This design comes from an exercise in tuning for small area, a short achievable clock period and few clock cycles on the open sky130 flow, not from production work.
Where RTL was checked, it was by simulation tests only, not by an equivalence proof against the original.
For runs 3 and 4, only the layout was checked, not whether the RTL still works.
Power figures rest on the tool's default switching activity, not on a simulated workload.

## flow/flow/run.sh

```bash
#!/bin/bash
# Standard ORFS layout, with repair_timing aiming well past the clock period
# (a larger setup slack margin); the clock and constraints are unchanged.
set -euo pipefail
bash standard.sh SETUP_SLACK_MARGIN=6 finish > orfs_make.log 2>&1
```

## flow/standard.sh

```bash
#!/bin/bash
# synth_recipe.tcl (not shown) runs the flow's synth.tcl, then flattens the netlist and writes it again
# the make line also repeats each setting of config.mk as NAME=value (left out here)
make -C /OpenROAD-flow-scripts/flow DESIGN_CONFIG=/design/flow/config.mk WORK_HOME=/design/flow/orfs CLKGATE_MAP_FILE= SYNTH_SCRIPT=/design/flow/synth_recipe.tcl "${@:-finish}"
```

## flow/config.mk

```make
export PLATFORM = sky130hd
export DESIGN_NAME = sfla
export DESIGN_NICKNAME = sfla
export VERILOG_FILES = /design/flow/design.v
export SDC_FILE = /design/flow/constraint.sdc
export NUM_CORES = 4
export LEC_CHECK = 0
export CAP_MARGIN = 20
export CORE_MARGIN = 2
export CORE_UTILIZATION = 50
export CTS_CLUSTER_DIAMETER = 70
export CTS_CLUSTER_SIZE = 25
export SLEW_MARGIN = 20
```

## flow/constraint.sdc

```tcl
create_clock -name core_clock -period 10.0 [get_ports {clk}]
set_input_delay 2.0000 -clock core_clock [delete_from_list [all_inputs] [get_ports {clk}]]
set_output_delay 2.0000 -clock core_clock [all_outputs]
set_load 0.01 [all_outputs]
```

## flow/design.v

```verilog
module sfla (
    input  wire       clk,
    input  wire       rst,         
    input  wire       cmd_valid,
    output wire       cmd_ready,
    input  wire [7:0] cmd_data,
    input  wire       cmd_last,
    output wire       rsp_valid,
    input  wire       rsp_ready,
    output wire [7:0] rsp_data,
    output wire       rsp_last
);
    localparam [2:0] ST_OK = 3'd0, ST_INVALID_BANK = 3'd1, ST_UNSUP_BANK = 3'd2,
                     ST_UNKNOWN_NAME = 3'd3, ST_NULL_INPUT = 3'd4,
                     ST_MASK_SHORT = 3'd5, ST_NO_FILTER = 3'd6, ST_ILLEGAL = 3'd7;
    localparam [2:0] T_STATUS = 3'd0, T_MATCH = 3'd1, T_FREAD = 3'd2, T_AREAD = 3'd3,
                     T_APPLY = 3'd4, T_LFMT = 3'd5, T_UNK = 3'd6;
    localparam QD = 6;             
    localparam QB = 3;             
    integer i;
    function [7:0] pchar(input [2:0] s, input [2:0] q);
        reg [8*7-1:0] t;
        begin
            case (s)
                3'd0: t = "KILL_  ";
                3'd1: t = "ACCESS_";
                3'd2: t = "EPC_   ";
                3'd3: t = "TID_   ";
                3'd4: t = "USER_  ";
                3'd5: t = "LOCK   ";
                3'd6: t = "UNLOCK ";
                default: t = "PERMA  ";
            endcase
            pchar = t[8*(6-q) +: 8];
        end
    endfunction
    function [2:0] plast(input [2:0] s);    
        case (s)
            3'd0: plast = 3'd4;
            3'd1: plast = 3'd6;
            3'd2: plast = 3'd3;
            3'd3: plast = 3'd3;
            3'd4: plast = 3'd4;
            3'd5: plast = 3'd3;
            3'd6: plast = 3'd5;
            default: plast = 3'd4;
        endcase
    endfunction
    function [7:0] fchar(input [2:0] f, input [3:0] q);
        reg [8*6-1:0] t;
        begin
            case (f)
                3'd0: t = "KILL  ";
                3'd1: t = "ACCESS";
                3'd2: t = "EPC   ";
                3'd3: t = "TID   ";
                default: t = "USER  ";
            endcase
            fchar = t[8*(5-q[2:0]) +: 8];
        end
    endfunction
    function [3:0] flast(input [2:0] f);
        case (f)
            3'd0: flast = 4'd3;
            3'd1: flast = 4'd5;
            3'd2: flast = 4'd2;
            3'd3: flast = 4'd2;
            default: flast = 4'd3;
        endcase
    endfunction
    function [7:0] ochar(input [1:0] o, input [3:0] q);
        reg [8*11-1:0] t;
        begin
            case (o)
                2'd0: t = "LOCK       ";
                2'd1: t = "UNLOCK     ";
                2'd2: t = "PERMALOCK  ";
                default: t = "PERMAUNLOCK";
            endcase
            ochar = t[8*(10-q) +: 8];
        end
    endfunction
    function [3:0] olast(input [1:0] o);
        case (o)
            2'd0: olast = 4'd3;
            2'd1: olast = 4'd5;
            2'd2: olast = 4'd8;
            default: olast = 4'd10;
        endcase
    endfunction
    function [7:0] upcase(input [7:0] b);
        upcase = (b >= 8'h61 && b <= 8'h7A) ? {b[7:6], 1'b0, b[4:0]} : b;
    endfunction
    function [5:0] anext(input [5:0] a);
        anext = (a == 6'd6) ? 6'd32 : a + 6'd1;
    endfunction
    function [QB-1:0] qinc(input [QB-1:0] p);
        qinc = (p == QD - 1) ? {QB{1'b0}} : p + 1'b1;
    endfunction
    reg rst_q;
    always @(posedge clk) rst_q <= rst;
    wire rs = rst_q;
    reg        cr_q;
    reg        in_v, sk_v;
    reg  [7:0] in_d, sk_d, in_uc;
    reg        in_l, sk_l;
    reg        in_fload, in_fread, in_match, in_lclr, in_lacc, in_lget, in_lparse, in_lfmt;
    reg        in_comma, in_flok, in_resv, in_bank0;
    wire       consume;
    wire       in_free = ~in_v | consume;
    wire       fire    = cmd_valid & cr_q;
    wire [7:0] nx_d    = sk_v ? sk_d : cmd_data;
    wire       nx_l    = sk_v ? sk_l : cmd_last;
    assign cmd_ready = cr_q;
    always @(posedge clk) begin
        if (rs) begin
            in_v <= 1'b0;
            sk_v <= 1'b0;
        end else if (in_free) begin
            if (sk_v) begin
                in_v <= 1'b1;
                sk_v <= 1'b0;
            end else
                in_v <= fire;
        end else if (fire)
            sk_v <= 1'b1;
        cr_q <= ~rst & (rs | (in_free ? 1'b1 : ~(sk_v | fire)));
        if (in_free) begin
            in_d      <= nx_d;
            in_l      <= nx_l;
            in_uc     <= upcase(nx_d);
            in_fload  <= nx_d == 8'h01;
            in_fread  <= nx_d == 8'h02;
            in_match  <= nx_d == 8'h03;
            in_lclr   <= nx_d == 8'h10;
            in_lacc   <= nx_d == 8'h11;
            in_lget   <= nx_d == 8'h12;
            in_lparse <= nx_d == 8'h13;
            in_lfmt   <= nx_d == 8'h14;
            in_comma  <= nx_d == 8'h2C;
            in_resv   <= nx_d[7:3] != 5'd0;
            in_bank0  <= nx_d[1:0] == 2'd0;
            in_flok   <= nx_d[7:3] == 5'd0 && nx_d[1:0] != 2'd0;
        end
        if (cr_q) begin
            sk_d <= cmd_data;
            sk_l <= cmd_last;
        end
    end
    reg  [7:0]  fmh [0:6];
    reg  [7:0]  fmm [0:31];
    reg         f_valid;
    reg  [5:0]  f_rl;                  
    reg  [9:0]  d_U0, d_V0;
    reg  [2:0]  d_ur, d_vr;
    reg         d_nz;
    reg         d_end0;                
    reg  [15:0] a_mask, a_act;
    reg  [8*84-1:0] ring;
    reg  [6:0]  ph;
    wire [7:0]  ring_tap = ring[8*84-1 -: 8];
    wire [6:0]  ph_n = (ph == 7'd83) ? 7'd0 : ph + 7'd1;
    reg  [6:0]  pos;
    reg         p0, p1, p4, p7, plt7, ple39, ple62, ple84;
    reg         o_fload, o_fread, o_match, o_lclr, o_lacc, o_lget, o_lparse, o_lfmt;
    reg         written;
    reg  [7:0]  hb1, hb2, hb3;         
    reg         fl_resv, fl_bank0, fl_ok;
    reg  [5:0]  fl_req;
    reg         fl_big;
    reg  [7:0]  frb;
    reg  [5:0]  fa;                    
    reg         restoring;
    reg  [5:0]  ra;
    reg         fresh;
    reg         rs_any, slot_hit;
    reg  [6:0]  rs_next, s0, tl, rsl;
    reg  [2:0]  dm;                    
    reg  [2:0]  dsid, dq, dfield;
    reg  [7:0]  dexp;                  
    reg         dlast;                 
    reg         dperm;
    reg         perr;
    reg  [4:0]  pm;
    reg  [9:0]  pa;
    reg  [7:0]  mA, mB;
    reg  [9:0]  mU, mV;
    reg         uge0, um1, vge1, v0, v1;    
    reg         d_uge0, d_um1, d_vge1, d_v0, d_v1;
    reg  [4:0]  midx;
    reg  [1:0]  hv;                    
    reg  [7:0]  h0, h1;                
    reg  [4:0]  d_U0p1;
    reg         mism;
    reg  [2:0]  qt [0:QD-1];
    reg  [2:0]  qd [0:QD-1];
    reg  [QB-1:0] qw, qr;
    reg  [QB:0] qn;
    reg         q_full, q_any;
    reg  [QB:0] n_fr, n_unk, n_a, n_ap;
    reg         ov, ol;
    reg  [7:0]  od;
    reg         cm;
    reg  [2:0]  ct, cd;
    reg         c_mt, c_fr, c_ar, c_lf, c_uk;    
    reg  [6:0]  ci;
    reg  [2:0]  ff, fln;
    reg  [1:0]  fop;
    reg  [3:0]  ffl, fol;
    reg  [1:0]  fseg;
    reg  [3:0]  fq;
    assign rsp_valid = ov;
    assign rsp_data  = od;
    assign rsp_last  = ol;
    wire busy_fread = n_fr != 0;
    wire busy_unk   = n_unk != 0;
    wire busy_a     = n_a != 0;
    wire pend_apply = n_ap != 0;
    wire is_fload  = p0 ? in_fload  : o_fload;
    wire is_fread  = p0 ? in_fread  : o_fread;
    wire is_match  = p0 ? in_match  : o_match;
    wire is_lclr   = p0 ? in_lclr   : o_lclr;
    wire is_lacc   = p0 ? in_lacc   : o_lacc;
    wire is_lget   = p0 ? in_lget   : o_lget;
    wire is_lparse = p0 ? in_lparse : o_lparse;
    wire is_lfmt   = p0 ? in_lfmt   : o_lfmt;
    wire f_bank_epc = (fmh[0][1:0] == 2'd1);
    wire f_inv      = fmh[0][2];
    wire        fread_act = cm && c_fr;
    wire        sel_fa    = fread_act || (o_fload && !p0) || restoring;
    wire        e_epc     = in_v && o_match && !p0 && ple62;
    wire [4:0]  midx_sel  = (hv == 2'd2) ? midx : (hv == 2'd0) ? d_U0[4:0] : d_U0p1;
    wire [5:0]  paddr     = sel_fa ? fa : {1'b1, midx_sel};
    wire [7:0]  port      = paddr[5] ? fmm[paddr[4:0]] : fmh[paddr[2:0]];
    wire fl_ok_cur = p1 ? in_flok : fl_ok;
    wire rn_fl = o_fload && !p0 && ple39 && fl_ok_cur;
    wire rn_lp = o_lparse && !p0 && ple84 && !in_comma && !perr;
    wire ring_need = in_v && !written && (rn_fl || rn_lp);
    wire ring_ok   = rs_any || slot_hit;
    wire rw        = ring_need && ring_ok;
    wire [7:0] rwd = o_fload ? port : in_d;
    wire [7:0] uc = in_uc;
    reg  [2:0] n_dm, n_dsid, n_dq, n_dfield;
    reg        n_dperm;
    always @(*) begin
        n_dm = 3'd5; n_dsid = dsid; n_dq = dq + 3'd1; n_dfield = dfield; n_dperm = dperm;
        case (dm)
            3'd0: begin
                n_dm = 3'd1; n_dq = 3'd1;
                case (uc)
                    "K": begin n_dsid = 3'd0; n_dfield = 3'd0; end
                    "A": begin n_dsid = 3'd1; n_dfield = 3'd1; end
                    "E": begin n_dsid = 3'd2; n_dfield = 3'd2; end
                    "T": begin n_dsid = 3'd3; n_dfield = 3'd3; end
                    "U": begin n_dsid = 3'd4; n_dfield = 3'd4; end
                    default: n_dm = 3'd5;
                endcase
            end
            3'd1: begin
                if (uc == dexp) begin
                    if (dlast)
                        n_dm = (dsid == 3'd7) ? 3'd3 : (dsid[2] && dsid != 3'd4) ? 3'd4 : 3'd2;
                    else
                        n_dm = 3'd1;
                end
            end
            3'd2: begin
                n_dm = 3'd1; n_dq = 3'd1; n_dperm = 1'b0;
                case (uc)
                    "L": n_dsid = 3'd5;
                    "U": n_dsid = 3'd6;
                    "P": n_dsid = 3'd7;
                    default: n_dm = 3'd5;
                endcase
            end
            3'd3: begin
                n_dm = 3'd1; n_dq = 3'd1; n_dperm = 1'b1;
                case (uc)
                    "L": n_dsid = 3'd5;
                    "U": n_dsid = 3'd6;
                    default: n_dm = 3'd5;
                endcase
            end
            default: n_dm = 3'd5;
        endcase
    end
    reg [4:0] f_pm;
    reg [9:0] f_pa;
    always @(*) begin
        f_pm = pm;
        f_pa = pa;
        f_pm[dfield] = 1'b1;
        f_pa[2*dfield +: 2] = {dsid != 3'd6, dperm};
    end
    wire [15:0] mwin = p1 ? {h0, h1} : {mA, mB};
    reg  [7:0]  mvalid, mbit;
    integer b;
    always @(*) begin
        for (b = 0; b < 8; b = b + 1) begin
            mbit[b]   = mwin[15 - (d_ur + b)];
            mvalid[b] = (uge0 || (um1 && ({1'b0, d_ur} + b >= 8))) &&
                        (vge1 || (v0 && b < d_vr));
        end
    end
    wire [7:0] erev = {in_d[0], in_d[1], in_d[2], in_d[3], in_d[4], in_d[5], in_d[6], in_d[7]};
    wire       mism_byte = |(mvalid & (erev ^ mbit));
    wire       end_ok_e  = !d_nz || !vge1 || (v1 && d_vr == 3'd0);
    wire       m_r       = p0 ? (d_end0 ^ f_inv)
                              : ((!(mism || mism_byte) && end_ok_e) ^ f_inv);
    wire [15:0] nfull = {fmh[5], in_d};
    wire fl_short = p7 ? (nfull != 16'd0)
                       : (fl_big || ({1'b0, pos[5:0]} - 7'd7 < {1'b0, fl_req}));
    wire lp_tok_acc = !in_comma && dm == 3'd1 && (dsid == 3'd5 || dsid == 3'd6) &&
                      dlast && uc == dexp;
    reg  [2:0] c_st, c_t;
    always @(*) begin
        c_st = ST_OK; c_t = T_STATUS;
        if (is_fload) begin
            if (plt7 || !ple39 || fl_resv) c_st = ST_ILLEGAL;
            else if (fl_bank0)             c_st = ST_INVALID_BANK;
            else if (fl_short)             c_st = ST_MASK_SHORT;
        end else if (is_fread) begin
            if (!p0)            c_st = ST_ILLEGAL;
            else if (!f_valid)  c_st = ST_NO_FILTER;
            else                c_t  = T_FREAD;
        end else if (is_match) begin
            if (!ple62)           c_st = ST_ILLEGAL;
            else if (!f_valid)    c_st = ST_NO_FILTER;
            else if (!f_bank_epc) c_st = ST_UNSUP_BANK;
            else                  c_t  = T_MATCH;
        end else if (is_lclr) begin
            if (!p0) c_st = ST_ILLEGAL;
        end else if (is_lacc) begin
            if (!p4) c_st = ST_ILLEGAL;
        end else if (is_lget) begin
            if (!p0) c_st = ST_ILLEGAL; else c_t = T_AREAD;
        end else if (is_lparse) begin
            if (!ple84)                               c_st = ST_ILLEGAL;
            else if (p0)                              c_st = ST_NULL_INPUT;
            else if (perr || !lp_tok_acc) begin c_st = ST_UNKNOWN_NAME; c_t = T_UNK; end
            else                                      c_t  = T_APPLY;
        end else if (is_lfmt) begin
            if (!p0) c_st = ST_ILLEGAL; else c_t = T_LFMT;
        end else
            c_st = ST_ILLEGAL;
    end
    wire [2:0] c_d = (c_t == T_MATCH) ? {2'b00, m_r} : c_st;
    wire c_modA = (p0 && in_lclr) || (!p0 && o_lacc && p4);
    wire stall =
        (p0 && in_fload  && (busy_fread || busy_unk)) ||
        (p0 && in_lparse && (pend_apply || busy_unk)) ||
        (ring_need && !ring_ok) ||
        (e_epc && (busy_fread || (p1 && hv != 2'd2))) ||
        (in_l && (q_full || (c_modA && busy_a))) ||
        restoring || fresh;
    assign consume = in_v && !stall;
    wire commit = consume && in_l;
    wire fl_fail_restore = is_fload && !p0 && fl_ok_cur && c_st != ST_OK;
    wire       load = !ov || rsp_ready;
    wire [4:0] lf;
    assign lf[0] = &a_mask[9:8];
    assign lf[1] = &a_mask[7:6];
    assign lf[2] = &a_mask[5:4];
    assign lf[3] = &a_mask[3:2];
    assign lf[4] = &a_mask[1:0];
    function [1:0] lop(input [1:0] v);       
        case (v)
            2'b10: lop = 2'd0;
            2'b00: lop = 2'd1;
            2'b11: lop = 2'd2;
            default: lop = 2'd3;
        endcase
    endfunction
    function [1:0] fopf(input [2:0] f);
        case (f)
            3'd0: fopf = lop(a_act[9:8]);
            3'd1: fopf = lop(a_act[7:6]);
            3'd2: fopf = lop(a_act[5:4]);
            3'd3: fopf = lop(a_act[3:2]);
            default: fopf = lop(a_act[1:0]);
        endcase
    endfunction
    function [2:0] lnext(input [2:0] f);
        integer j;
        begin
            lnext = 3'd5;
            for (j = 4; j >= 0; j = j - 1)
                if (lf[j] && (f == 3'd7 || j > f)) lnext = j[2:0];
        end
    endfunction
    wire [2:0] lane_first = lnext(3'd7);
    wire [2:0] fnew  = cm ? fln : lane_first;
    wire [7:0] fmt_c = (fseg == 2'd0) ? fchar(ff, fq) :
                       (fseg == 2'd1) ? 8'h5F :
                       (fseg == 2'd2) ? ochar(fop, fq) : 8'h2C;
    wire       fmt_oend = (fseg == 2'd2) && (fq == fol);
    wire       fmt_end  = fmt_oend && fln == 3'd5;
    reg  [7:0] abyte;
    always @(*) begin
        case (ci[1:0])
            2'd1: abyte = a_mask[15:8];
            2'd2: abyte = a_mask[7:0];
            2'd3: abyte = a_act[15:8];
            default: abyte = a_act[7:0];
        endcase
    end
    wire [7:0] nb = ({8{c_mt}} & {7'd0, cd[0]}) |
                    ({8{c_fr}} & frb) |
                    ({8{c_ar}} & abyte) |
                    ({8{c_lf}} & fmt_c) |
                    ({8{c_uk}} & ring_tap);
    wire       nl = c_mt | (c_fr & (ci[5:0] == f_rl)) | (c_ar & ci[2]) |
                    (c_lf & fmt_end) | (c_uk & (ci == tl));
    wire [2:0] ht = qt[qr];
    wire [2:0] hd = qd[qr];
    wire       unk_wait = c_uk && ph != rsl;
    wire       pop = load && !cm && q_any;
    wire       adv = load && cm && !unk_wait;
    wire       do_apply = pop && ht == T_APPLY;
    wire [31:0] fP = {fmh[1], fmh[2], fmh[3], fmh[4]};
    wire [15:0] fN = {fmh[5], fmh[6]};
    wire [11:0] du  = 12'd32 - {1'b0, fP[10:0]};
    wire [12:0] dv  = {4'd0, fN[8:0]} + {2'd0, fP[10:0]} - 13'd32;
    wire [9:0]  nU0 = (|fP[31:11]) ? 10'h300 : {{1{du[11]}}, du[11:3]};
    wire [9:0]  nV0 = ((|fP[31:11]) || (|fN[15:9])) ? 10'd511 : dv[12:3];
    always @(posedge clk) begin
        d_U0   <= nU0;
        d_U0p1 <= nU0[4:0] + 5'd1;
        d_ur   <= du[2:0];
        d_V0   <= nV0;
        d_vr   <= dv[2:0];
        d_nz   <= (fN != 16'd0);
        d_end0 <= (fN == 16'd0) || nV0[9] || (nV0 == 10'd0 && dv[2:0] == 3'd0);
        d_uge0 <= !nU0[9];
        d_um1  <= nU0 == 10'h3FF;
        d_vge1 <= !nV0[9] && nV0 != 10'd0;
        d_v0   <= nV0 == 10'd0;
        d_v1   <= nV0 == 10'd1;
        ring <= {ring[8*83-1:0], rw ? rwd : ring_tap};
        ph   <= rs ? 7'd0 : ph_n;
    end
    always @(posedge clk) begin
        if (rs) begin
            pos       <= 7'd0;
            p0        <= 1'b1;
            p1        <= 1'b0;
            p4        <= 1'b0;
            p7        <= 1'b0;
            plt7      <= 1'b1;
            ple39     <= 1'b1;
            ple62     <= 1'b1;
            ple84     <= 1'b1;
            written   <= 1'b0;
            restoring <= 1'b0;
            fresh     <= 1'b0;
            hv        <= 2'd0;
            f_valid   <= 1'b0;
            rs_any    <= 1'b1;
        end else begin
            fresh <= 1'b0;
            written <= consume ? 1'b0 : (written | rw);
            slot_hit <= rw || (ph_n == rs_next);
            if (rw) begin
                if (rs_any) begin
                    s0 <= ph;
                    tl <= 7'd1;
                end else
                    tl <= tl + 7'd1;
                rs_next <= ph_n;
                rs_any  <= 1'b0;
            end
            if (consume) begin
                if (in_l) begin
                    pos   <= 7'd0;
                    p0    <= 1'b1;
                    p1    <= 1'b0;
                    p4    <= 1'b0;
                    p7    <= 1'b0;
                    plt7  <= 1'b1;
                    ple39 <= 1'b1;
                    ple62 <= 1'b1;
                    ple84 <= 1'b1;
                end else begin
                    if (pos != 7'd127) pos <= pos + 7'd1;
                    p0    <= 1'b0;
                    p1    <= pos == 7'd0;
                    p4    <= pos == 7'd3;
                    p7    <= pos == 7'd6;
                    plt7  <= pos < 7'd6;
                    ple39 <= pos < 7'd39;
                    ple62 <= pos < 7'd62;
                    ple84 <= pos < 7'd84;
                end
            end
            if (consume && p0) begin
                o_fload  <= in_fload;  o_fread <= in_fread; o_match <= in_match;
                o_lclr   <= in_lclr;   o_lacc  <= in_lacc;  o_lget  <= in_lget;
                o_lparse <= in_lparse; o_lfmt  <= in_lfmt;
                if (in_lparse || in_fload) begin
                    rs_any <= 1'b1;
                    tl     <= 7'd0;
                end
                if (in_lparse) begin
                    dm   <= 3'd0;
                    perr <= 1'b0;
                    pm   <= 5'd0;
                    pa   <= 10'd0;
                end
                mism     <= 1'b0;
                mU       <= d_U0;
                mV       <= d_V0;
                uge0     <= d_uge0;
                um1      <= d_um1;
                vge1     <= d_vge1;
                v0       <= d_v0;
                v1       <= d_v1;
                midx     <= d_U0[4:0] + 5'd2;
            end
            if (in_v && o_fload && p1) begin
                fl_resv  <= in_resv;
                fl_bank0 <= in_bank0;
                fl_ok    <= in_flok;
            end
            if (in_v && o_fload && p7) begin
                fl_big <= nfull > 16'd256;
                fl_req <= ({1'b0, fmh[5][0], in_d} + 10'd7) >> 3;
            end
            if (in_v && o_lacc && p1)        hb1 <= in_d;
            if (in_v && o_lacc && pos == 7'd2) hb2 <= in_d;
            if (in_v && o_lacc && pos == 7'd3) hb3 <= in_d;
            if (consume && o_lparse && !p0 && ple84 && !perr) begin
                if (in_comma) begin
                    if (dm == 3'd4) begin
                        pm     <= f_pm;
                        pa     <= f_pa;
                        dm     <= 3'd0;
                        rs_any <= 1'b1;
                        tl     <= 7'd0;
                    end else
                        perr <= 1'b1;
                end else begin
                    dm <= n_dm; dsid <= n_dsid; dq <= n_dq; dfield <= n_dfield; dperm <= n_dperm;
                    dexp  <= pchar(n_dsid, n_dq);
                    dlast <= n_dq == plast(n_dsid);
                end
            end
            if (consume && e_epc) begin
                mism <= mism | mism_byte;
                mU   <= mU + 10'd1;
                mV   <= mV - 10'd1;
                uge0 <= uge0 | um1;
                um1  <= mU == 10'h3FE;
                vge1 <= vge1 & ~v1;
                v0   <= v1;
                v1   <= mV == 10'd2;
            end
            if (consume && e_epc) begin
                mA   <= p1 ? h1 : mB;
                mB   <= port;
                midx <= midx + 5'd1;
            end
            if (rw && o_fload && fa == {1'b1, d_U0[4:0]}) h0 <= in_d;
            if (rw && o_fload && fa == {1'b1, d_U0p1})    h1 <= in_d;
            if (commit && is_fload)
                hv <= (c_st == ST_OK) ? 2'd2 : 2'd0;
            else if (!sel_fa && !fresh) begin
                if (hv == 2'd0) begin
                    h0 <= port;
                    hv <= 2'd1;
                end else if (hv == 2'd1) begin
                    h1 <= port;
                    hv <= 2'd2;
                end
            end
            if (commit) begin
                if (is_fload && c_st == ST_OK) begin
                    f_valid <= 1'b1;
                    f_rl    <= pos[5:0];
                    if (p7) fresh <= 1'b1;
                end
                if (fl_fail_restore) begin
                    restoring <= 1'b1;
                    ra        <= 6'd0;
                end
                if (is_lparse && c_t == T_APPLY) begin
                    pm <= f_pm;
                    pa <= f_pa;
                end
            end
            if (restoring && ph == rsl) begin
                ra <= anext(ra);
                if (anext(ra) == fa) begin
                    restoring <= 1'b0;
                    fresh     <= 1'b1;
                end
            end
        end
    end
    wire       fm_we = restoring ? (ph == rsl) : (rw && o_fload);
    wire [5:0] fm_wa = restoring ? ra : fa;
    wire [7:0] fm_wd = restoring ? ring_tap : in_d;
    genvar gk;
    generate
        for (gk = 0; gk < 7; gk = gk + 1) begin : g_fmh
            always @(posedge clk)
                if (fm_we && fm_wa == gk) fmh[gk] <= fm_wd;
        end
        for (gk = 0; gk < 32; gk = gk + 1) begin : g_fmm
            always @(posedge clk)
                if (fm_we && fm_wa == 32 + gk) fmm[gk] <= fm_wd;
        end
    endgenerate
    always @(posedge clk) begin
        if (rs) begin
            a_mask <= 16'd0;
            a_act  <= 16'd0;
        end else if (commit && c_modA) begin
            if (p0) begin
                a_mask <= 16'd0;
                a_act  <= 16'd0;
            end else begin
                a_mask <= a_mask | {hb1, hb2};
                a_act  <= (a_act & ~{hb1, hb2}) | ({hb3, in_d} & {hb1, hb2});
            end
        end else if (do_apply) begin
            a_mask <= {6'd0, {2{pm[0]}}, {2{pm[1]}}, {2{pm[2]}}, {2{pm[3]}}, {2{pm[4]}}};
            a_act  <= {6'd0, pa[1:0], pa[3:2], pa[5:4], pa[7:6], pa[9:8]};
        end
    end
    function [QB:0] cnt(input [QB:0] n, input up, input dn);
        cnt = (up && !dn) ? n + 1'b1 : (dn && !up) ? n - 1'b1 : n;
    endfunction
    wire taken_last = ov && ol && rsp_ready;
    wire lp_body = !p0 && o_lparse && ple84;
    wire inc_fr  = p0 && in_fread && f_valid;
    wire inc_unk = lp_body && (perr || !lp_tok_acc);
    wire inc_ap  = lp_body && !perr && lp_tok_acc;
    wire inc_a   = p0 && (in_lget || in_lfmt);
    always @(posedge clk) begin
        if (rs) begin
            qw    <= {QB{1'b0}};
            qr    <= {QB{1'b0}};
            qn    <= {(QB+1){1'b0}};
            q_full <= 1'b0;
            q_any  <= 1'b0;
            n_fr  <= 0;
            n_unk <= 0;
            n_a   <= 0;
            n_ap  <= 0;
        end else begin
            if (commit) begin
                qt[qw] <= c_t;
                qd[qw] <= c_d;
                qw     <= qinc(qw);
            end
            if (pop) qr <= qinc(qr);
            if (commit && !pop) begin
                qn     <= qn + 1'b1;
                q_full <= qn == QD - 1;
                q_any  <= 1'b1;
            end else if (pop && !commit) begin
                qn     <= qn - 1'b1;
                q_full <= 1'b0;
                q_any  <= qn != 1;
            end
            n_fr  <= cnt(n_fr,  commit && inc_fr,            taken_last && c_fr);
            n_unk <= cnt(n_unk, commit && inc_unk,           taken_last && c_uk);
            n_a   <= cnt(n_a,   commit && (inc_a || inc_ap), taken_last && (c_ar || c_lf));
            n_ap  <= cnt(n_ap,  commit && inc_ap,            do_apply);
        end
    end
    always @(posedge clk) begin
        if (rst || rs) begin
            ov <= 1'b0;
            cm <= 1'b0;
        end else if (load) begin
            if (cm) begin
                if (unk_wait)
                    ov <= 1'b0;
                else begin
                    ov <= 1'b1;
                    od <= nb;
                    ol <= nl;
                    ci <= ci + 7'd1;
                    if (nl) cm <= 1'b0;
                    if (c_lf) begin
                        case (fseg)
                            2'd0: if (fq == ffl) fseg <= 2'd1; else fq <= fq + 4'd1;
                            2'd1: begin fseg <= 2'd2; fq <= 4'd0; end
                            2'd2: if (fmt_oend) fseg <= 2'd3; else fq <= fq + 4'd1;
                            default: begin
                                fseg <= 2'd0; fq <= 4'd0;
                                ff <= fnew; fop <= fopf(fnew); ffl <= flast(fnew);
                                fol <= olast(fopf(fnew)); fln <= lnext(fnew);
                            end
                        endcase
                    end
                end
            end else if (q_any) begin
                ov <= 1'b1;
                ct <= ht;
                cd <= hd;
                c_mt <= ht == T_MATCH;
                c_fr <= ht == T_FREAD;
                c_ar <= ht == T_AREAD || ht == T_APPLY;
                c_lf <= ht == T_LFMT;
                c_uk <= ht == T_UNK;
                ci <= 7'd1;
                case (ht)
                    T_STATUS: begin od <= {5'd0, hd}; ol <= 1'b1; cm <= 1'b0; end
                    T_UNK:    begin od <= 8'h03; ol <= (tl == 7'd0); cm <= (tl != 7'd0); end
                    T_LFMT:   begin od <= 8'h00; ol <= (lf == 5'd0); cm <= (lf != 5'd0); end
                    default:  begin od <= 8'h00; ol <= 1'b0; cm <= 1'b1; end
                endcase
                ff <= fnew; fop <= fopf(fnew); ffl <= flast(fnew);
                fol <= olast(fopf(fnew)); fln <= lnext(fnew);
                fseg <= 2'd0;
                fq   <= 4'd0;
            end else
                ov <= 1'b0;
        end
    end
    always @(posedge clk) begin
        if (consume && p0 && in_fload)
            fa <= 6'd0;
        else if (rw && o_fload)
            fa <= anext(fa);
        else if (pop && ht == T_FREAD)
            fa <= 6'd1;
        else if (adv && c_fr)
            fa <= anext(fa);
        if (pop && ht == T_FREAD)
            frb <= fmh[0];
        else if (adv && c_fr)
            frb <= port;
    end
    always @(posedge clk) begin
        if (commit && fl_fail_restore)
            rsl <= (rw && rs_any) ? ph : s0;
        else if (restoring && ph == rsl)
            rsl <= (rsl == 7'd83) ? 7'd0 : rsl + 7'd1;
        else if (pop && ht == T_UNK)
            rsl <= s0;
        else if (adv && c_uk)
            rsl <= (rsl == 7'd83) ? 7'd0 : rsl + 7'd1;
    end
endmodule
```

==> results of run 1 <==
layer usage:
layer | part of all wire (%) | global-route usage, % | routed length [µm]
met4 | 3.4 | 8.09 | 4650
met5 | 0 | 0 | 0
met3 | 8.4 | 3.76 | 11400
met1 | 43 | 35.5 | 58200
met2 | 45 | 38.6 | 61100
kinds of logic after synthesis:
kind of cell	share of synthesized area (%)
buffers and inverters	2.82
adder cells (fa/ha/maj)	2.65
multiplexers	4.64
XOR/XNOR	2.62
AND/OR/NAND/NOR	9.87
flip-flops	65.6
AO/OA/AOI/OAI	11.8
worst max path at each step:
stage / end / slack, ns / cells after the start
6_report: h0[0]$_DFFE_PN_ / 6.07 / 13
4_1_cts: fmm[24][4]$_DFFE_PP_ / 5.97 / 9
3_3_place_gp: h0[0]$_DFFE_PN_ / 4.95 / 10
5_1_grt: rsl[1]$_DFFE_PP_ / 5.98 / 10
2_1_floorplan: n_ap[3]$_SDFFE_PP0P_ / 5.79 / 14
3_5_place_dp: h0[0]$_DFFE_PN_ / 4.84 / 11
worst max-delay path: cells and delay by family (launching register included):
| kind | cells | cell delay [ns] |
|---|---|---|
| muxes | 1 | 0.11 |
| AOI/OAI and AO/OA | 4 | 1.35 |
| and+or+nand+nor | 4 | 0.84 |
| DFF | 1 | 0.35 |
| buffers and inverters | 4 | 0.96 |
layout make-up:
| cell class | count | area [µm²] |
|---|---|---|
| Sequential cell | 1424 | 34600 |
| Multi-Input combinational cell | 2403 | 17300 |
| Clock buffer | 94 | 2150 |
| Tap cell | 1391 | 1740 |
| Fill cell | 8697 | 46600 |
| Inverter | 157 | 609 |
| Clock inverter | 42 | 687 |
| Timing Repair Buffer | 137 | 1200 |
registers in the layout, summed over array words and instances, names as in the netlist, 9 cells and up, named ones only:
name and cells:
a_act 16, a_mask 16, d_U0 9, d_V0 10, fmh 56, fmm 256
mU 10, mV 10, pa 10, qd 18, qt 18, ring 672
metrics by stage:
| step | cell area, µm² | hold WS [ns] | setup WS (ns) | total power [µW] | utilization, % |
|---|---|---|---|---|---|
| 5_1_grt | 58300 | 0.307 | 5.98 | 11900 | 55.6 |
| 4_1_cts | 57800 | 0.298 | 5.97 | 11500 | 55.0 |
| 3_3_place_gp | 54500 | 0.310 | 4.95 | 7700 | 51.9 |
| 6_report | 58300 | 0.302 | 6.07 | 11500 | 55.6 |
| 3_5_place_dp | 54500 | 0.312 | 4.84 | 7710 | 52.0 |
| 2_1_floorplan | 52900 | 0.310 | 5.79 | 7220 | - |
power breakdown:
group | leakage (µW) | internal (µW) | switching, µW
combinational | 0.00726 | 485 | 912
clock | 0.00135 | 1690 | 2080
sequential | 0.0121 | 6170 | 160
total | 0.0208 | 8350 | 3150
placed cells by master, fill, tap and decap left out, types with 13 or more instances in the layout:
cell type,instances
a211oi_1,26
a21o_1,20
a21oi_1,210
a221oi_1,22
a222oi_1,23
a22o_1,19
a22oi_1,65
a31oi_1,31
a32oi_1,16
and3_1,38
buf_4,103
clkbuf_16,85
clkdlybuf4s50_1,23
dfxtp_1,804
edfxtp_1,611
ha_1,101
inv_1,147
mux2_2,41
mux2i_1,90
mux4_2,47
nand2_1,216
nand2b_1,31
nand3_1,128
nand4_1,39
nor2_1,290
nor2_4,13
nor2b_1,33
nor3_1,76
nor3b_1,18
nor4_1,34
o211ai_1,26
o21a_1,14
o21ai_0,166
o22ai_1,25
or2_2,19
or3_1,25
xnor2_1,100
xor2_1,57
what timing repair did:
action / CTS / global route
pin swaps: 3 / 15
endpoints found under the setup margin: 411 / 258
buffers inserted: 12 / 36
cloned: 1 / 1
gates resized for setup: 74 / 51
==> results_dict.tcl, run 1 <==
set metrics [dict create \
    status "complete, no violations" \
    maxSlewHeadroom_pct 15.4 \
    antenna_cells 0 \
    drt-initial-drc-count 4044 \
    hold_path_startpoint "ring[61]$_DFF_P_" \
    ys_seq_area_share_pct 65.6 \
    die_area_mm2 0.108 \
    yosysMostFrequentCell "dfxtp_1" \
    synth_area_leader_cell "edfxtp_1" \
    ios 24 \
    clk_latency_ns 0.72 \
    start_kind "flop" \
    tightest_slew_ns 1.26 \
    ys_warn_count 3 \
    grt_antenna_before_repair 1 \
    max_freq_ghz 0.255 \
    drive_gt1_share_pct 11.9 \
    r2r_slack_ns 6.07 \
    clockBufferDepth 3 \
    crit_top_cell "buf_4" \
    synth_seq_cells 1424 \
    yosys_most_used_dff "dfxtp_1" \
    vias 34000 \
    r2r-start "p0$_SDFFE_PP1N_" \
    yosysUniqueCellTypes 108 \
    cap_violations 0 \
    cp.arrival_ns 4.38 \
    p_per_area_mw_per_mm2 197 \
    required_ns 10.45 \
    ys_async_sr_fraction_pct 0 \
    grt_setup_unrepaired "yes" \
    cts_tree "done" \
    hold_class "flop to flop" \
    place_congestion 0.977 \
    worstPathCellList "buf_12 -> nor2b_4 -> buf_4 -> nor2_4 -> buf_4 -> a41o_1 -> buf_4 -> a22oi_1 -> nor2_1 -> a2111oi_2 -> nand4_1 -> a21boi_4 -> mux2i_1" \
    cp-startpoint "p0$_SDFFE_PP1N_" \
    ir_drop_v 0.000187 \
    cts-hold-fix-buffers 0 \
    cts_root_buf "clkbuf_16" \
    coreArea_mm2 0.105 \
    wl_per_cell_um 24.0 \
    grt_start_max_net_pins 64 \
    min_delay_worst_endpoint "ring[69]$_DFF_P_" \
    htreeDepth 3 \
    setup_violations 0 \
    grt_overflow_total 0 \
    placedCellCount 5461 \
    end_kind "flop" \
    avgSynthCellArea_um2 12.6 \
    drtAntennaViolNets 0 \
    portBuffers 23 \
    reg2regPathDepth 13 \
    routed_via_density 6.03 \
    fin_crit_sh_pct 39.3 \
    start_util_pct 50.3 \
    slowest_delay_ns 0.40 \
    dr.pass1.iters 6 \
    area_growth_pct 10.5 \
    setup-tns-final_ns 0 \
    cts_num_sinks 1424 \
    yosys.area.top_type_share_pct 34.8 \
    cts-buffers-inserted 82 \
    yosys-top-cells-count "dfxtp_1 (813), edfxtp_1 (611), nor2_1 (311)" \
    finClkSkew_ns 0.0646 \
    drc_errors 0 \
    track_usage_pct 24.7 \
    synth.area.top_cells "edfxtp_1 (35%), dfxtp_1 (31%), ha_1 (2.5%)" \
    hold_viol 0 \
    synth_nets 4311 \
    die_h_um 329 \
    synth_area_mm2 0.0528 \
    grt_pass1_vias 32100 \
    netlist_instances 4189 \
    crit_type "flop to flop" \
    slew_violations 0 \
    grt_pass1_wl_um 203000 \
    hold_depth 0 \
    worstPathMaxFanout 38 \
    die_w_um 329 \
    routed_wl_um 135000 \
    leakage_uw 0.0208 \
    dp_hpwl_um 91500 \
    fin_crit_ns 3.93 \
    final_cells 5648 \
    r2r-end "h0[0]$_DFFE_PN_" \
    rows 119 \
    slowest_stage "a2111oi_2" \
    layout.nets 4327 \
    synth_edf_count 611 \
    path_clk_slew_ns 0.09 \
]
Testbench counts, summed over its fixed seeds: cycles 17,576.
==> run 2: changes to the inputs <==
--- a/flow/flow/run.sh
+++ b/flow/flow/run.sh
@@ -4,2 +4,2 @@
 set -euo pipefail
-bash standard.sh SETUP_SLACK_MARGIN=6 finish > orfs_make.log 2>&1
+bash standard.sh SETUP_SLACK_MARGIN=6.5 finish > orfs_make.log 2>&1
==> run 2 against run 1 <==
Net effect:
- cell count is 1.8% higher
- global-route usage rose by 0.92 points
- die area unchanged
- sequential cell count unchanged
- first-iteration DRC count up 10%
- register-to-register slack gained 0.24 ns
- clock-buffer cell count grew 1
- critical endpoint is now qd[5][0]$_DFFE_PP_
- sequential power barely moved
- total power rose by 1.2%
- largest cell class unchanged
==> results_dict.tcl, run 2 <==
set metrics [dict create \
    status "complete, no violations" \
    leakage_uw 0.0215 \
    synth_area_leader_cell "edfxtp_1" \
    yosysMostFrequentCell "dfxtp_1" \
    min_delay_worst_endpoint "ring[248]$_DFF_P_" \
    hold_viol 0 \
    routed_wl_um 142000 \
    final_cell_mix "dfxtp_1 (795), edfxtp_1 (611), nor2_1 (273), nand2_1 (215), a21oi_1 (200)" \
    worstPathMaxFanout 7 \
    r2r-end "qd[5][0]$_DFFE_PP_" \
    dr.pass1.iters 6 \
    crit_type "flop to flop" \
    slew_violations 0 \
    die_w_um 329 \
    hold_class "flop to flop" \
    track_usage_pct 25.6 \
    netlist_instances 4189 \
    ys_seq_area_share_pct 65.6 \
    synth_seq_cells 1424 \
    finClkSkew_ns 0.0365 \
    grt_start_max_net_pins 46 \
    start_kind "flop" \
    hold_depth 0 \
    synth_edf_count 611 \
    path_clk_slew_ns 0.10 \
    yosys.area.top_type_share_pct 34.8 \
    grt_overflow_total 0 \
    clockBufferDepth 3 \
    avgSynthCellArea_um2 12.6 \
    grt_pass1_wl_um 209000 \
    coreArea_mm2 0.105 \
    maxSlewHeadroom_pct 23.5 \
    end_kind "flop" \
    final_util_pct 57.3 \
    slowest_stage "mux4_2" \
    fin_crit_sh_pct 36.9 \
    portBuffers 23 \
    placedCellCount 5467 \
    ys_async_sr_fraction_pct 0 \
    max_freq_ghz 0.271 \
    rows 119 \
    routed_via_density 6.05 \
    fin_crit_ns 3.69 \
    synth_area_mm2 0.0528 \
    slowest_delay_ns 0.52 \
    reg2regPathDepth 12 \
    worstPathCellList "buf_12 -> clkinvlp_4 -> ha_4 -> buf_12 -> mux4_2 -> mux4_2 -> mux2i_1 -> xnor2_1 -> a2111oi_2 -> nand3_1 -> mux2i_1 -> a211o_1" \
    ys_warn_count 3 \
    combPwrFrac_pct 13.1 \
    layout.nets 4427 \
    final_cells 5750 \
    yosysUniqueCellTypes 108 \
    grt_pass1_vias 32400 \
    required_ns 10.41 \
    cts_root_buf "clkbuf_16" \
    area_growth_pct 14.0 \
    cts-buffers-inserted 83 \
    start_util_pct 50.3 \
    cts_num_sinks 1424 \
    ir_drop_v 0.000183 \
    r2r-start "d_ur[0]$_DFF_P_" \
    cts_tree "done" \
    synth_nets 4311 \
    wl_per_cell_um 24.6 \
    drtAntennaViolNets 0 \
    cp.arrival_ns 4.10 \
    grt_setup_unrepaired "yes" \
    clockPowerShare_pct 32.4 \
    p_per_area_mw_per_mm2 193 \
    die_area_mm2 0.108 \
    yosys-top-cells-count "dfxtp_1 (813), edfxtp_1 (611), nor2_1 (311)" \
    seq_power_share_pct 54.4 \
    mostFrequentLayoutCell "dfxtp_1" \
    largest_registers "ring: 672 flops, fmm: 256 flops, fmh: 56 flops" \
    synth.area.top_cells "edfxtp_1 (35%), dfxtp_1 (31%), ha_1 (2.5%)" \
    largest_register_ffs 672 \
    hold_path_startpoint "ring[240]$_DFF_P_" \
    p_switching_uw 3240 \
    place_congestion 0.958 \
    setup-tns-final_ns 0 \
    r2r_slack_ns 6.31 \
    drc_errors 0 \
    regMostFlops "ring" \
    p_int_uw 8400 \
    tightest_slew_ns 1.15 \
    ios 24 \
    swShare_pct 27.8 \
    die_h_um 329 \
    drive_gt1_share_pct 16.3 \
    cap_violations 0 \
    drt-initial-drc-count 4467 \
    setup_violations 0 \
    num-fill-cells 8539 \
    vias 34800 \
    cts-hold-fix-buffers 0 \
    yosys_most_used_dff "dfxtp_1" \
    clk_latency_ns 0.71 \
    htreeDepth 3 \
    grt_antenna_before_repair 6 \
    dp_hpwl_um 93100 \
]
run 2: worst max-delay path, delay by kind of cell (launching register included):
family | cells | cell delay [ns]
buffers and inverters | 3 | 0.33
muxes | 4 | 1.34
DFF | 1 | 0.37
xor gates and xnor gates | 1 | 0.12
AOI/OAI and AO/OA | 2 | 0.64
adders and majority gates | 1 | 0.36
and+or+nand+nor | 1 | 0.22
run 2: power by group through the flow:
stage | Combinational (µW) | Clock, µW | Sequential [µW]
2_1_floorplan | 871 | 0 | 6350
3_3_place_gp | 1270 | 0 | 6460
3_5_place_dp | 1280 | 0 | 6460
4_1_cts | 1400 | 3860 | 6330
5_1_grt | 1590 | 4070 | 6350
6_report | 1530 | 3770 | 6340
run 2: per-stage QoR:
stage                     hold slack, ns  instance area [µm²]  total power, µW  setup slack, ns
after floorplan                    0.310                53000             7230             5.82
after global placement             0.310                54600             7730             5.24
after detailed placement           0.312                54600             7740             5.22
after CTS                          0.306                58900            11600             6.28
after global routing               0.308                60200            12000             6.14
final                              0.315                60200            11600             6.31
run 2: kinds of logic after synthesis:
kind of cell    share of synthesized area, %
flops                                   65.6
simple gates                            9.87
compound gates                          11.8
buf+inv                                 2.82
mux                                     4.64
xor+xnor                                2.62
fa+ha+maj                               2.65
run 2: repair_timing:
| item | in CTS | in global routing |
|---|---|---|
| buffers inserted | 57 | 70 |
| hold endpoints to repair | 0 | 0 |
| endpoints found under the setup margin | 649 | 428 |
| cloned | 10 | 6 |
| gates resized for setup | 200 | 124 |
| pin swaps | 34 | 59 |
run 2: layout make-up:
| cell class | count | area [µm²] | area share, % |
|---|---|---|---|
| well taps | 1391 | 1740 | 2.89 |
| repair buffers | 229 | 2200 | 3.65 |
| clock inverters | 43 | 668 | 1.11 |
| flip-flops and latches | 1424 | 34700 | 57.6 |
| inverters | 157 | 627 | 1.04 |
| clock buffers | 95 | 2160 | 3.60 |
| repair inverters | 1 | 7.51 | 0.0125 |
| diodes | 1 | 2.50 | 0.00416 |
| multi-input cells | 2409 | 18100 | 30.1 |
run 2: layer usage:
metal  track usage (%)  part of all wire, %
met2              39.0                   45
met1              36.8                   43
met5                 0                    0
met3              4.19                  8.8
met4              10.1                  3.8
run 2: worst max-delay path by stage:
stage | start | to | slack (ns) | cells after the start
floorplan | rsp_ready | n_ap[3]$_SDFFE_PP0P_ | 5.82 | 14
global placement | rsp_ready | n_ap[3]$_SDFFE_PP0P_ | 5.24 | 13
detailed placement | o_fload$_DFFE_PP_ | h0[5]$_DFFE_PN_ | 5.22 | 11
CTS | d_ur[0]$_DFF_P_ | qd[5][0]$_DFFE_PP_ | 6.28 | 12
global route | d_ur[0]$_DFF_P_ | qd[5][0]$_DFFE_PP_ | 6.14 | 12
finish | d_ur[0]$_DFF_P_ | qd[5][0]$_DFFE_PP_ | 6.31 | 12
==> run 3: changes to the inputs <==
--- a/flow/design.v
+++ b/flow/design.v
@@ -229,4 +229,4 @@
     wire        fread_act = cm && c_fr;
-    wire        sel_fa    = fread_act || (o_fload && !p0) || restoring;
-    wire        e_epc     = in_v && o_match && !p0 && ple62;
+    wire        sel_fa    = fread_act || o_fload || restoring;
+    wire        e_epc     = in_v && o_match && ple62;
     wire [4:0]  midx_sel  = (hv == 2'd2) ? midx : (hv == 2'd0) ? d_U0[4:0] : d_U0p1;
@@ -235,4 +235,4 @@
     wire fl_ok_cur = p1 ? in_flok : fl_ok;
-    wire rn_fl = o_fload && !p0 && ple39 && fl_ok_cur;
-    wire rn_lp = o_lparse && !p0 && ple84 && !in_comma && !perr;
+    wire rn_fl = o_fload && ple39 && fl_ok_cur;
+    wire rn_lp = o_lparse && ple84 && !in_comma && !perr;
     wire ring_need = in_v && !written && (rn_fl || rn_lp);
@@ -295,2 +295,3 @@
     wire [15:0] mwin = p1 ? {h0, h1} : {mA, mB};
+    wire [15:0] mshl = mwin << d_ur;
     reg  [7:0]  mvalid, mbit;
@@ -299,3 +300,3 @@
         for (b = 0; b < 8; b = b + 1) begin
-            mbit[b]   = mwin[15 - (d_ur + b)];
+            mbit[b]   = mshl[15 - b];
             mvalid[b] = (uge0 || (um1 && ({1'b0, d_ur} + b >= 8))) &&
@@ -347,3 +348,3 @@
     wire [2:0] c_d = (c_t == T_MATCH) ? {2'b00, m_r} : c_st;
-    wire c_modA = (p0 && in_lclr) || (!p0 && o_lacc && p4);
+    wire c_modA = (p0 && in_lclr) || (o_lacc && p4);
     wire stall =
@@ -444,2 +445,3 @@
             pos       <= 7'd0;
+            {o_fload, o_fread, o_match, o_lclr, o_lacc, o_lget, o_lparse, o_lfmt} <= 8'd0;
             p0        <= 1'b1;
@@ -473,2 +475,11 @@
                 if (in_l) begin
+                    {o_fload, o_fread, o_match, o_lclr, o_lacc, o_lget, o_lparse, o_lfmt} <= 8'd0;
+                end else if (p0) begin
+                    o_fload  <= in_fload;  o_fread <= in_fread; o_match <= in_match;
+                    o_lclr   <= in_lclr;   o_lacc  <= in_lacc;  o_lget  <= in_lget;
+                    o_lparse <= in_lparse; o_lfmt  <= in_lfmt;
+                end
+            end
+            if (consume) begin
+                if (in_l) begin
                     pos   <= 7'd0;
@@ -495,5 +506,2 @@
             if (consume && p0) begin
-                o_fload  <= in_fload;  o_fread <= in_fread; o_match <= in_match;
-                o_lclr   <= in_lclr;   o_lacc  <= in_lacc;  o_lget  <= in_lget;
-                o_lparse <= in_lparse; o_lfmt  <= in_lfmt;
                 if (in_lparse || in_fload) begin
@@ -530,3 +538,3 @@
             if (in_v && o_lacc && pos == 7'd3) hb3 <= in_d;
-            if (consume && o_lparse && !p0 && ple84 && !perr) begin
+            if (consume && o_lparse && ple84 && !perr) begin
                 if (in_comma) begin
@@ -633,3 +641,3 @@
     wire taken_last = ov && ol && rsp_ready;
-    wire lp_body = !p0 && o_lparse && ple84;
+    wire lp_body = o_lparse && ple84;
     wire inc_fr  = p0 && in_fread && f_valid;
==> run 3 against run 2 <==
Net effect:
- setup slack worse by 0.029 ns
- fmax is 0.77% lower
- register-to-register slack worse by 0.03 ns
- global-route usage is 1.2 points lower
- worst hold slack worse by 0.0049 ns
- utilization is 0.12 points higher
- cell count is 0.35% lower
- clock skew is 0.058 ns higher
- area after synthesis is 2.0% lower
- cell area is 1.6% lower
==> results_dict.tcl, run 3 <==
set metrics [dict create \
    total_power_uw 11900 \
    track_usage_pct 24.5 \
    start_util_pct 50.2 \
    status "complete, no violations" \
    hold_slack_ns 0.310 \
    grt_antenna_before_repair 3 \
    max_freq_ghz 0.269 \
    synth_area_mm2 0.0517 \
    hold_depth 0 \
    largest_registers "ring: 672 flops, fmm: 256 flops, fmh: 56 flops" \
    netlist_instances 4157 \
    die_h_um 326 \
    finClkSkew_ns 0.0949 \
    synth.area.top_cells "edfxtp_1 (35%), dfxtp_1 (32%), ha_1 (2.3%)" \
    cts_tree "done" \
    avgSynthCellArea_um2 12.4 \
    ys_async_sr_fraction_pct 0 \
    routed_wl_um 135000 \
    area_growth_pct 14.4 \
    regMostFlops "ring" \
    yosysMostFrequentCell "dfxtp_1" \
    yosys.area.top_type_share_pct 35.1 \
    die_area_mm2 0.106 \
    setup-tns-final_ns 0 \
    wl_per_cell_um 23.5 \
    required_ns 10.49 \
    post-place-ws_ns 5.16 \
    cts-hold-fix-buffers 0 \
    rows 118 \
    finalWorstSetupSlack_ns 6.28 \
    end_kind "flop" \
    ir_drop_v 0.000141 \
    setup_violations 0 \
    final_cell_mix "dfxtp_1 (802), edfxtp_1 (604), nor2_1 (280), nand2_1 (235), a21oi_1 (203)" \
    dp_hpwl_um 86100 \
    fin_crit_ns 3.72 \
    cts_root_buf "clkbuf_16" \
    drc_errors 0 \
    clockBufferDepth 3 \
    maxSlewHeadroom_pct 26.1 \
    yosys-top-cells-count "dfxtp_1 (820), edfxtp_1 (604), nor2_1 (309)" \
    placedCellCount 5433 \
    antenna_cells 0 \
    synth_seq_cells 1424 \
    ys_seq_area_share_pct 66.8 \
    synth_area_leader_cell "edfxtp_1" \
    cts-buffers-inserted 84 \
    dr.pass1.iters 8 \
    die_w_um 326 \
    mostFrequentLayoutCell "dfxtp_1" \
    grt_setup_unrepaired "yes" \
    layout.nets 4405 \
    htreeDepth 3 \
    cp.arrival_ns 4.21 \
    cap_violations 0 \
    num-fill-cells 8499 \
    cts_num_sinks 1424 \
    final_cells 5730 \
    grt_pass1_vias 31800 \
    synth_nets 4270 \
    coreArea_mm2 0.103 \
    grt_pass1_wl_um 199000 \
    place_congestion 0.906 \
    yosysUniqueCellTypes 106 \
    yosys_most_used_dff "dfxtp_1" \
    slew_violations 0 \
    ios 24 \
    tightest_slew_ns 1.11 \
    hold_class "flop to flop" \
    largest_register_ffs 672 \
    drt-initial-drc-count 4153 \
    reg2regPathDepth 12 \
    ys_warn_count 3 \
    portBuffers 23 \
    hold_viol 0 \
    leakage_uw 0.0211 \
    p_per_area_mw_per_mm2 201 \
    crit_type "flop to flop" \
    grt_start_max_net_pins 57 \
    routed_via_density 5.91 \
    clk_latency_ns 0.74 \
    synth_edf_count 604 \
    path_clk_slew_ns 0.09 \
    vias 33900 \
    fin_crit_sh_pct 37.2 \
    grt_overflow_total 0 \
    worstPathMaxFanout 8 \
    drive_gt1_share_pct 16.7 \
    drtAntennaViolNets 0 \
    start_kind "flop" \
]
==> run 3: changes by cell type after synthesis, moves of 13 or more <==
cell,previous run,this run
a21oi_1,215,233
mux4_2,47,26
a22oi_1,65,51
nand3_1,129,170
nand2_1,222,247
mux2i_1,90,56
inv_1,152,139
mux2_2,41,61
nor3_1,87,109
o21ai_0,170,187
a31oi_1,32,46
==> run 3: layout make-up <==
| type | instances | area, µm² | share of cell area [%] |
|---|---|---|---|
| clock buffers | 99 | 2190 | 3.70 |
| flip-flops and latches | 1424 | 34600 | 58.4 |
| clock inverters | 45 | 641 | 1.08 |
| inverters | 142 | 551 | 0.930 |
| repair inverters | 1 | 5.00 | 0.00846 |
| repair buffers | 248 | 2320 | 3.92 |
| multi-input cells | 2391 | 17200 | 29.0 |
| well taps | 1380 | 1730 | 2.92 |
==> run 3: stage by stage <==
step           instance area [µm²]  util (%)
2_1_floorplan                51900         -
3_3_place_gp                 53600      52.0
3_5_place_dp                 53600      52.0
4_1_cts                      57700      56.0
5_1_grt                      59200      57.4
6_report                     59200      57.4
==> run 3: per-layer routing <==
metal	wire (µm)	vias to the layer above	GRT usage [%]
met1	57700	16400	35.3
li1	-	15500	-
met2	58700	1651	36.9
met3	12600	338	4.06
met4	5800	2	9.87
met5	13	-	0
==> run 3: path summary, 6_finish.rpt <==
| kind | from | endpoint | slack (ns) |
|---|---|---|---|
| min | ring[643]$_DFF_P_ | ring[651]$_DFF_P_ | 0.31 |
| max | c_fr$_DFFE_PP_ | mB[0]$_DFFE_PP_ | 6.28 |
| min reg2reg | ring[643]$_DFF_P_ | ring[651]$_DFF_P_ | 0.31 |
| max reg2reg | c_fr$_DFFE_PP_ | mB[0]$_DFFE_PP_ | 6.28 |
==> run 3: cells by family after synthesis <==
group / count (synthesis) / share of synthesized area (%)
compound gates: 845 / 10.8
xor+xnor: 164 / 2.80
fa+ha+maj: 101 / 2.51
buf+inv: 348 / 2.80
flops: 1424 / 66.8
mux: 146 / 3.63
simple gates: 1129 / 10.6
==> run 3: where the power goes <==
part | switching (µW) | total [µW] | internal [µW]
clock | 2070 | 3770 | 1710
combinational | 1160 | 1850 | 688
sequential | 108 | 6250 | 6150
==> run 3: what timing repair did <==
| item | CTS | global route |
|---|---|---|
| gates resized for setup | 177 | 156 |
| cloned | 7 | 9 |
| buffers inserted | 56 | 80 |
| pin swaps | 39 | 59 |
| setup endpoints to repair | 554 | 275 |
==> run 3: critical path, stage by stage, from the launching register on <==
cell and delay [ns]:
edfxtp_1 0.58, a211oi_4 0.37, buf_4 0.17, buf_12 0.13, nor4_4 0.06, a41o_4 0.33, a22oi_2 0.45, a21oi_2 0.10
nor4_2 0.42, o211ai_1 0.31, a21oi_2 0.38, buf_4 0.17, inv_1 0.03
==> run 4: changes to the inputs <==
--- a/flow/design.v
+++ b/flow/design.v
@@ -153,3 +153,4 @@
     reg  [5:0]  f_rl;                  
-    reg  [9:0]  d_U0, d_V0;
+    reg  [9:0]  d_U0;
+    reg  [7:0]  d_m8U, d_m8V;          
     reg  [2:0]  d_ur, d_vr;
@@ -186,3 +187,3 @@
     reg  [7:0]  mA, mB;
-    reg  [9:0]  mU, mV;
+    reg  [7:0]  mU, mV;
     reg         uge0, um1, vge1, v0, v1;    
@@ -194,4 +195,3 @@
     reg         mism;
-    reg  [2:0]  qt [0:QD-1];
-    reg  [2:0]  qd [0:QD-1];
+    reg  [3:0]  qq [0:QD-1];
     reg  [QB-1:0] qw, qr;
@@ -347,3 +347,4 @@
     end
-    wire [2:0] c_d = (c_t == T_MATCH) ? {2'b00, m_r} : c_st;
+    wire [3:0] c_q = (c_t == T_STATUS) ? {1'b0, c_st} :
+                     (c_t == T_MATCH)  ? {1'b1, m_r ? 3'd7 : 3'd1} : {1'b1, c_t};
     wire c_modA = (p0 && in_lclr) || (o_lacc && p4);
@@ -414,4 +415,5 @@
                     (c_lf & fmt_end) | (c_uk & (ci == tl));
-    wire [2:0] ht = qt[qr];
-    wire [2:0] hd = qd[qr];
+    wire [3:0] hq = qq[qr];
+    wire [2:0] ht = !hq[3] ? T_STATUS : (hq[2:0] == 3'd7) ? T_MATCH : hq[2:0];
+    wire [2:0] hd = !hq[3] ? hq[2:0] : {2'b00, hq[2:0] == 3'd7};
     wire       unk_wait = c_uk && ph != rsl;
@@ -430,3 +432,4 @@
         d_ur   <= du[2:0];
-        d_V0   <= nV0;
+        d_m8U  <= (nU0[9] && nU0[8:7] != 2'b11) ? 8'h80 : nU0[7:0];
+        d_m8V  <= (!nV0[9] && nV0[8:7] != 2'b00) ? 8'h7F : nV0[7:0];
         d_vr   <= dv[2:0];
@@ -517,4 +520,4 @@
                 mism     <= 1'b0;
-                mU       <= d_U0;
-                mV       <= d_V0;
+                mU       <= d_m8U;
+                mV       <= d_m8V;
                 uge0     <= d_uge0;
@@ -556,9 +559,9 @@
                 mism <= mism | mism_byte;
-                mU   <= mU + 10'd1;
-                mV   <= mV - 10'd1;
+                mU   <= mU + 8'd1;
+                mV   <= mV - 8'd1;
                 uge0 <= uge0 | um1;
-                um1  <= mU == 10'h3FE;
+                um1  <= mU == 8'hFE;
                 vge1 <= vge1 & ~v1;
                 v0   <= v1;
-                v1   <= mV == 10'd2;
+                v1   <= mV == 8'd2;
             end
@@ -659,4 +662,3 @@
             if (commit) begin
-                qt[qw] <= c_t;
-                qd[qw] <= c_d;
+                qq[qw] <= c_q;
                 qw     <= qinc(qw);
==> run 4 against run 3 <==
Net effect:
- register-to-register slack improved by 0.099 ns
- routed wire length is 2.4% lower
- via count is 1.2% lower
- critical path type is now input pin to flop
- global-route usage rose by 0.32 points
- sequential share of layout area fell by 0.36 points
- clock power down 5%
- highest routed layer unchanged
- clock skew decreased by 0.056 ns
- critical endpoint is now n_ap[3]$_SDFFE_PP0P_
- cell area down 0.67%
- combinational power fell by 2%
- area after synthesis is 1.1% lower
- still clean
- die area decreased by 1.1%
==> results_dict.tcl, run 4 <==
set metrics [dict create \
    status "complete, no violations" \
    netlist_instances 4134 \
    ir_drop_v 0.000189 \
    coreArea_mm2 0.102 \
    htreeDepth 3 \
    final_util_pct 57.9 \
    final_cell_mix "dfxtp_1 (802), edfxtp_1 (588), nor2_1 (270), nand2_1 (245), a21oi_1 (184)" \
    synth_nets 4242 \
    drtAntennaViolNets 0 \
    die_w_um 324 \
    ys_seq_area_share_pct 66.6 \
    worstPathCellList "clkbuf_2 -> nand2b_4 -> and3b_2 -> inv_4 -> nor4_4 -> buf_6 -> clkinv_8 -> ha_4 -> inv_4 -> ha_4 -> a21o_1 -> a21oi_2 -> xnor2_1 -> or3_1 -> a21oi_1" \
    use_met1_pct 35.5 \
    yosys.area.top_type_share_pct 34.5 \
    leakage_uw 0.0211 \
    dp_hpwl_um 86700 \
    routed_via_density 5.88 \
    drt-initial-drc-count 3600 \
    hold_viol 0 \
    grt_busiest_layer "met2" \
    slew_violations 0 \
    yosysUniqueCellTypes 95 \
    grt_start_max_net_pins 50 \
    grt_pass1_wl_um 196000 \
    area_growth_pct 14.9 \
    layout.area.seq_mm2 0.0342 \
    hold_class "flop to flop" \
    yosys-top-cells-count "dfxtp_1 (822), edfxtp_1 (588), nor2_1 (299)" \
    synth_edf_count 588 \
    rows 117 \
    max_freq_ghz 0.275 \
    clockBufferDepth 3 \
    synth.area.top_cells "edfxtp_1 (34%), dfxtp_1 (32%), ha_1 (2.2%)" \
    dr.pass1.iters 6 \
    cap_violations 0 \
    synth_area_mm2 0.0512 \
    cts_num_sinks 1410 \
    routed_wl_um 132000 \
    ys_async_sr_fraction_pct 0 \
    yosysMostFrequentCell "dfxtp_1" \
    grt_antenna_before_repair 8 \
    crit_type "input pin to flop" \
    path_clk_slew_ns 0.09 \
    wl_per_cell_um 23.1 \
    grt.met2_usage_pct 36.8 \
    slowest_delay_ns 0.35 \
    die_area_mm2 0.105 \
    setup_violations 0 \
    required_ns 10.60 \
    clk_latency_ns 0.68 \
    worstPathMaxFanout 3 \
    synth_seq_cells 1410 \
    cts-hold-fix-buffers 0 \
    vias 33500 \
    ios 24 \
    drive_gt1_share_pct 16.9 \
    largest_register_ffs 672 \
    tightest_slew_ns 1.15 \
    slowest_stage "or3_1" \
    fin_crit_ns 3.64 \
    cts-buffers-inserted 79 \
    ys_warn_count 3 \
    portBuffers 23 \
    fin_crit_sh_pct 36.4 \
    multi_input_area_mm2 0.0174 \
    regMostFlops "ring" \
    grt_setup_unrepaired "yes" \
    synth_area_leader_cell "edfxtp_1" \
    met3_usage_pct 4.96 \
    largest_registers "ring: 672 flops, fmm: 256 flops, fmh: 56 flops" \
    cts_root_buf "clkbuf_16" \
    die_h_um 324 \
    track_usage_pct 24.8 \
    end_kind "flop" \
    drc_errors 0 \
    grt_overflow_total 0 \
    layout.nets 4379 \
    grt_pass1_vias 31300 \
    place_congestion 0.960 \
    mostFrequentLayoutCell "dfxtp_1" \
    avgSynthCellArea_um2 12.4 \
    cts_tree "done" \
    maxSlewHeadroom_pct 23.1 \
    p_per_area_mw_per_mm2 197 \
    num-fill-cells 8361 \
    start_kind "input pin" \
    yosys_most_used_dff "dfxtp_1" \
    start_util_pct 50.4 \
    cp.arrival_ns 4.24 \
    antenna_cells 0 \
    finClkSkew_ns 0.0385 \
    setup-tns-final_ns 0 \
]
## run 4: cell count changes after synthesis, sizes merged, moves of 10 or more
cell	before	now
a21oi	236	209
o21ai	198	168
nand3	170	143
edfxtp	604	588
a21boi	9	19
nand2	248	259
buf	76	53
nor3	111	127
and2	14	29
## run 4: cell families (layout without fill, tap and decap cells)
family / after synthesis / count (layout) / share of synthesized area (%)
and+or+nand+nor: 1146 / 1146 / 10.9
AOI/OAI and AO/OA: 832 / 832 / 11.0
adders and majority gates: 95 / 95 / 2.40
DFF: 1410 / 1410 / 66.6
muxes: 153 / 153 / 3.79
buffers and inverters: 341 / 533 / 2.59
xor gates and xnor gates: 157 / 157 / 2.69
## run 4: final timing paths
path,start,to,slack [ns],depth (start not counted)
worst max-delay path,rsp_ready,n_ap[3]$_SDFFE_PP0P_,6.36,15
worst min-delay path,ring[569]$_DFF_P_,ring[577]$_DFF_P_,0.31,0
worst max register to register,c_fr$_DFFE_PP_,frb[7]$_DFFE_PP_,6.38,14
worst min register to register,ring[569]$_DFF_P_,ring[577]$_DFF_P_,0.31,0
## run 4: per-stage QoR
stage | worst slack, ns | hold WS (ns) | instance area (µm²) | instances | total power (µW)
after floorplan | 5.62 | 0.310 | 51300 | 4134 | 7070
after global placement | 4.60 | 0.310 | 53100 | 5408 | 7600
after detailed placement | 4.58 | 0.312 | 53100 | 5408 | 7610
after CTS | 6.31 | 0.304 | 57300 | 5608 | 11400
after global routing | 6.27 | 0.316 | 58800 | 5694 | 11900
final | 6.36 | 0.308 | 58800 | 5694 | 11600
## run 4: power by group
part           switching [µW]  total [µW]  internal [µW]
clock network            1920        3600           1680
registers                89.3        6160           6070
logic                    1130        1810            674
total                    3140       11600           8430
## run 4: critical path: cells and delay by family
family	cells	cell delay, ns
AOI/OAI and AO/OA	3	0.45
adders and majority gates	2	0.35
xor gates and xnor gates	1	0.09
and+or+nand+nor	4	0.90
buffers and inverters	5	0.43
## run 4: per-layer routing
layer  vias to the layer above  wire length (µm)
met2                      1395             56700
met3                       343             12000
met1                     16400             56900
met4                         6              5940
li1                      15400                 -
met5                         -                41
## run 4: layout make-up
class / instances / area share (%)
clock buffer: 100 / 3.66
clock inverter: 36 / 0.792
inverter: 150 / 1.00
multi-input combinational: 2383 / 29.6
sequential: 1410 / 58.1
tap: 1368 / 2.91
timing repair buffer: 246 / 3.96
timing repair inverter: 1 / 0.00851
## run 4: repair_timing
action                     in CTS  in global routing
gates cloned                    3                  4
setup endpoints to repair     573                314
buffers inserted               61                 82
pin swaps                      40                 64
resized for setup             229                174

static timing again, ports no longer ideal:
In the flow no input, the clock included, has a driving cell. The finished layouts below were timed again as built, in two steps. Step 1 (the two cells are an assumption about what drives the block):
set clk [get_ports {clk}]
set_driving_cell -lib_cell sky130_fd_sc_hd__clkbuf_16 $clk
set_driving_cell -lib_cell sky130_fd_sc_hd__buf_2 [delete_from_list [all_inputs] $clk]
Step 2 moves the port delays by t, midway between the first and last clock arrival at a register: inputs arrive t later, outputs are due t later. That takes back most of the time a late clock gives input paths. a / b / c = ideal / step 1 / step 2; a / b = the first two.
run | shift t [ns] | setup slack, ns | cell pins on the clock port's net
run 1 | 0.766 | 6.072 / 6.067 / 5.365 | 1
run 2 | 0.767 | 6.310 / 6.310 / 5.726 | 1
run 3 | 0.766 | 6.281 / 6.281 / 5.596 | 1
run 4 | 0.736 | 6.360 / 6.385 / 5.661 | 1
After both steps setup and hold are still met in every run listed. For run 1, which loses most, drivers alone change the setup slack by -0.005 ns; drivers and shift together by -0.707 ns.
